Source: an optimization exercise on an open RTL-to-GDS flow (aim: small area, a short achievable clock period and few clock cycles). Production flows keep margins and buffers that such runs may drop. At most, simulation tests tie the RTL to the original design; equivalence was not proved. Power and IR drop assume default switching activity.

## nabu_engine
module nabu_engine (
    input  wire        clk,
    input  wire        rst,
    input  wire        rx_valid,
    output wire        rx_ready,
    input  wire [7:0]  rx_data,
    output wire        tx_valid,
    input  wire        tx_ready,
    output wire [7:0]  tx_data,
    output wire        st_req_valid,
    input  wire        st_req_ready,
    output wire [23:0] st_seg,
    output wire [7:0]  st_pkt,
    input  wire        st_rsp_valid,
    output wire        st_rsp_ready,
    input  wire [1:0]  st_rsp_kind,
    input  wire [15:0] st_rsp_len,
    input  wire [15:0] st_rsp_offset,
    input  wire        st_rsp_last,
    input  wire        st_dat_valid,
    output wire        st_dat_ready,
    input  wire [7:0]  st_dat,
    input  wire [7:0]  tod_wd,
    input  wire [7:0]  tod_mo,
    input  wire [7:0]  tod_dd,
    input  wire [7:0]  tod_hh,
    input  wire [7:0]  tod_mi,
  ...
clock: 5.0 ns
lec_check: 0
abc_area: 1
cap_margin: 20
core_margin: 2
core_utilization: 65
cts_buf_list: sky130_fd_sc_hd__clkbuf_8
setup_slack_margin: 2.9
slew_margin: 20
tns_end_percent: 5
standard.sh (not shown) runs the stock make flow with config.mk's settings and CLKGATE_MAP_FILE= SYNTH_SCRIPT=/design/flow/synth_recipe.tcl, a recipe that flattens the netlist after the stock synthesis.
==> flow/flow/run.sh <==
#!/bin/bash
# The standard layout, with the port buffers made of buf_2 cells instead of
# the cell buffer_ports picks by default. The output of the whole run goes to
# standard.log in the folder this runs in.
export BUFFER_PORTS_ARGS="-buffer_cell sky130_fd_sc_hd__buf_2"
bash standard.sh > standard.log 2>&1
==> next run, changes <==
--- a/flow/design.v
+++ b/flow/design.v
@@ -127,23 +127,19 @@
     endfunction
     reg         m_rx, m_ack, m_lkr, m_hdr, m_pay, m_crch, m_crcl;
     reg         rx_rdy;          
     reg         req_v;           
     reg         dat_rdy;         
     reg         q_v;
     reg  [7:0]  q;
     reg  [2:0]  q_cls;           
     reg         q_known;         
-    reg         q_7f;
-    wire        q_10 = (q == 8'h10);
-    wire        q_06 = (q == 8'h06);
-    wire        q_00 = (q == 8'h00);
-    wire        q_ff = (q == 8'hFF);
+    reg         q_10, q_06, q_7f, q_00, q_ff;
     reg  [2:0]  cls;
     reg         f_idle;                  
     reg         f_a1, f_a2;              
     reg         f_b1;                    
     reg         f_r1, f_r2, f_r3, f_r4;  
     reg         f_r5, f_r6, f_r7, f_r8;  
     reg         f_lk;                    
     reg         ffff;                    
     reg  [2:0]  aptr;            
@@ -372,32 +368,36 @@
             end else begin
                 o_abs <= 1'b0;
                 if (tx_ready)
                     o_dup <= 1'b1;
             end
             s_valid <= s_valid_n;
         end
     end
     always @(posedge clk) begin
-        if (rx_rdy) begin
+        if (rx_fire) begin
             q       <= rx_data;
             q_known <= 1'b1;
             case (rx_data)
             8'h85, 8'h81: q_cls <= C_A;
             8'h82:        q_cls <= C_82;
             8'h83:        q_cls <= C_83;
             8'h1E:        q_cls <= C_1E;
             8'h05:        q_cls <= C_05;
             8'h84:        q_cls <= C_84;
             8'h0F:        q_cls <= C_NONE;
             default: begin q_cls <= C_NONE; q_known <= 1'b0; end
             endcase
+            q_10 <= (rx_data == 8'h10);
+            q_06 <= (rx_data == 8'h06);
             q_7f <= (rx_data == 8'h7F);
+            q_00 <= (rx_data == 8'h00);
+            q_ff <= (rx_data == 8'hFF);
         end
         if (!o_free && push) begin
             s_data <= cur;
             s_esc  <= cur_esc;
             s_abs  <= cur_abs;
         end
         if (proc) begin
             aptr <= st_close ? A_10E1 : n_aptr;
             acnt <= st_close ? 2'd1 : n_acnt;
Outcome: Routed wire length rises by 0.46%; die area came out higher by 0.51%; via count stays flat; hold slack gets worse by 0.0059 ns; worst setup slack is better by 0.11 ns; sequential share of layout area is higher by 0.86 points; power hardly moves; fmax climbs by 5.0%; final cell count rises by 0.64%; global-route usage hardly moves; non-clock buffer count went up by 5; clock skew grows by 0.0034 ns; cell area rises by 0.61%; clock power falls by about 2%.
Testbench counts after the change, summed over its fixed seeds: cycles 192,739.
Only the layout flow was run in the first run of this note; the RTL was not checked for function there.

--- another note on this design; it stands on its own ---

run 1:
Design nabu_engine, start of the top module:
module nabu_engine (
    input  wire        clk,
    input  wire        rst,
    input  wire        rx_valid,
    output wire        rx_ready,
    input  wire [7:0]  rx_data,
    output wire        tx_valid,
    input  wire        tx_ready,
    output wire [7:0]  tx_data,
    output wire        st_req_valid,
    input  wire        st_req_ready,
    output wire [23:0] st_seg,
    output wire [7:0]  st_pkt,
    input  wire        st_rsp_valid,
    output wire        st_rsp_ready,
    input  wire [1:0]  st_rsp_kind,
    input  wire [15:0] st_rsp_len,
    input  wire [15:0] st_rsp_offset,
    input  wire        st_rsp_last,
    input  wire        st_dat_valid,
    output wire        st_dat_ready,
    input  wire [7:0]  st_dat,
    input  wire [7:0]  tod_wd,
    input  wire [7:0]  tod_mo,
    input  wire [7:0]  tod_dd,
    input  wire [7:0]  tod_hh,
    input  wire [7:0]  tod_mi,
    input  wire [7:0]  tod_ss
);
For scale: about 150 I/O pins, about 0.0087 mm² of cells after synthesis.
Settings: LEC_CHECK=0, ABC_AREA=1, CAP_MARGIN=20, CORE_MARGIN=2, CORE_UTILIZATION=65, CTS_BUF_LIST=sky130_fd_sc_hd__clkbuf_8, SETUP_SLACK_MARGIN=2.8, SLEW_MARGIN=20; clock period 5.0 ns.
standard.sh (not shown) runs the stock make flow with config.mk's settings and CLKGATE_MAP_FILE= SYNTH_SCRIPT=/design/flow/synth_recipe.tcl, a recipe that flattens the netlist after the stock synthesis.
==> flow/flow/run.sh <==
#!/bin/bash
# The standard layout, with the port buffers made of buf_2 cells instead of
# the cell buffer_ports picks by default. The output of the whole run goes to
# standard.log in the folder this runs in.
export BUFFER_PORTS_ARGS="-buffer_cell sky130_fd_sc_hd__buf_2"
bash standard.sh > standard.log 2>&1
Run 1 | status: complete | timing, DRC, antenna: pass
Testbench counts of run 1, summed over its fixed seeds: cycles 192,739.
> inputs changed (run 1 -> run 5)
- TNS_END_PERCENT: unset -> 5
- SETUP_SLACK_MARGIN: 2.8 -> 3.0
[summary]
- Run 5 finished all stages; the layout is clean.
- Between run 1 and run 5, the post-detailed-route count of antenna-violating nets does not differ in any meaningful way.
- Delta (run 5 minus run 1): fmax rose by 2.9%; post-place instance area now sits higher; headroom to the max-slew limit now sits lower; largest stage delay on the critical path saw a decrease; total length of routed wires +2.2%.
- st_pkt[3] as the endpoint of the most critical setup path was reported by run 5, and r0[1] by run 1.
- Run 5 vs run 1: wire length on met1 up slightly
- Run 5 ends up with higher met3 layer wire length in the routed design than run 1 does.
- In the tables for run 1 and run 5, post-route clock period utilization reads lower with run 5.
- On worst setup slack: between run 1 and run 5, it ends up higher for run 5.

* * *

## amber
Another version of the RTL of nabu_engine (not shown whole).
For scale: ~1100 cells after synthesis, roughly 170 flip-flops, ~150 I/O pins, ~8900 sq um of cells after synthesis.
Settings: LEC_CHECK=0, ABC_AREA=1, CAP_MARGIN=20, CORE_MARGIN=2, CORE_UTILIZATION=65, CTS_BUF_LIST=sky130_fd_sc_hd__clkbuf_8, SETUP_SLACK_MARGIN=2.8, SLEW_MARGIN=20; clock period 5.0 ns.
Scripts as last shown in full above: flow/flow/run.sh
amber | stages: all done | timing, DRC, antenna: all pass
Testbench counts of amber, summed over its fixed seeds: cycles 192,739.
For cedar, these inputs were changed with respect to amber:
Settings: putting TNS_END_PERCENT at 5 where nothing was set; swapping 65 for 40 in CORE_UTILIZATION; swapping 2.8 for 2.9 in SETUP_SLACK_MARGIN.
Notes after the runs:
Per the final summary, cedar finished and its layout is clean on timing, DRC and antenna. Final routed wire length divided by cell count (cedar / amber): 0.950. Summary of cedar over amber: met1 layer wirelength in the final routing went up; power share of the clock group increased by 1.7 points relative to the old numbers. r1[3] as the launch point of the critical path was reported by amber, and rx_data[2] by cedar. Looking at via count across both flows, cedar is the stronger of the two, with amber trailing. The global-route usage over all layers reported for cedar is smaller than that of amber by 12 points.

[re-timing with driven ports]
The flow's constraints put no driver on any port. The routed layouts listed below were extracted and timed again, unchanged, in two steps. Step 1: set_driving_cell puts a clkbuf_16 on clk and a buf_2 on each other input, an assumption about the parent block. Step 2 times the ports against the registers' clock, not the clock port: input delays grow and output delays shrink by t, the midpoint of the rising clock arrivals with the driver on. Slacks: ideal / step 1 / step 2; pairs: ideal / step 1.
| run | t, ns | slack for setup (ns) | pins driven straight from the clock port |
|---|---|---|---|
| the first run of note 1 | 0.500 | 2.753 / 2.738 / 2.391 | 1 |
| the second run of note 1 | 0.499 | 2.860 / 2.823 / 2.401 | 1 |
| run 1 | 0.506 | 2.888 / 2.877 / 2.459 | 1 |
| run 5 | 0.506 | 2.947 / 2.909 / 2.549 | 1 |
| amber | 0.505 | 2.843 / 2.805 / 2.352 | 1 |
| cedar | 0.514 | 2.804 / 2.796 / 2.283 | 1 |
After both steps setup and hold are still met in every run listed. The setup slack of cedar, which loses most, moves by -0.008 ns with the drivers and by -0.521 ns with both steps.
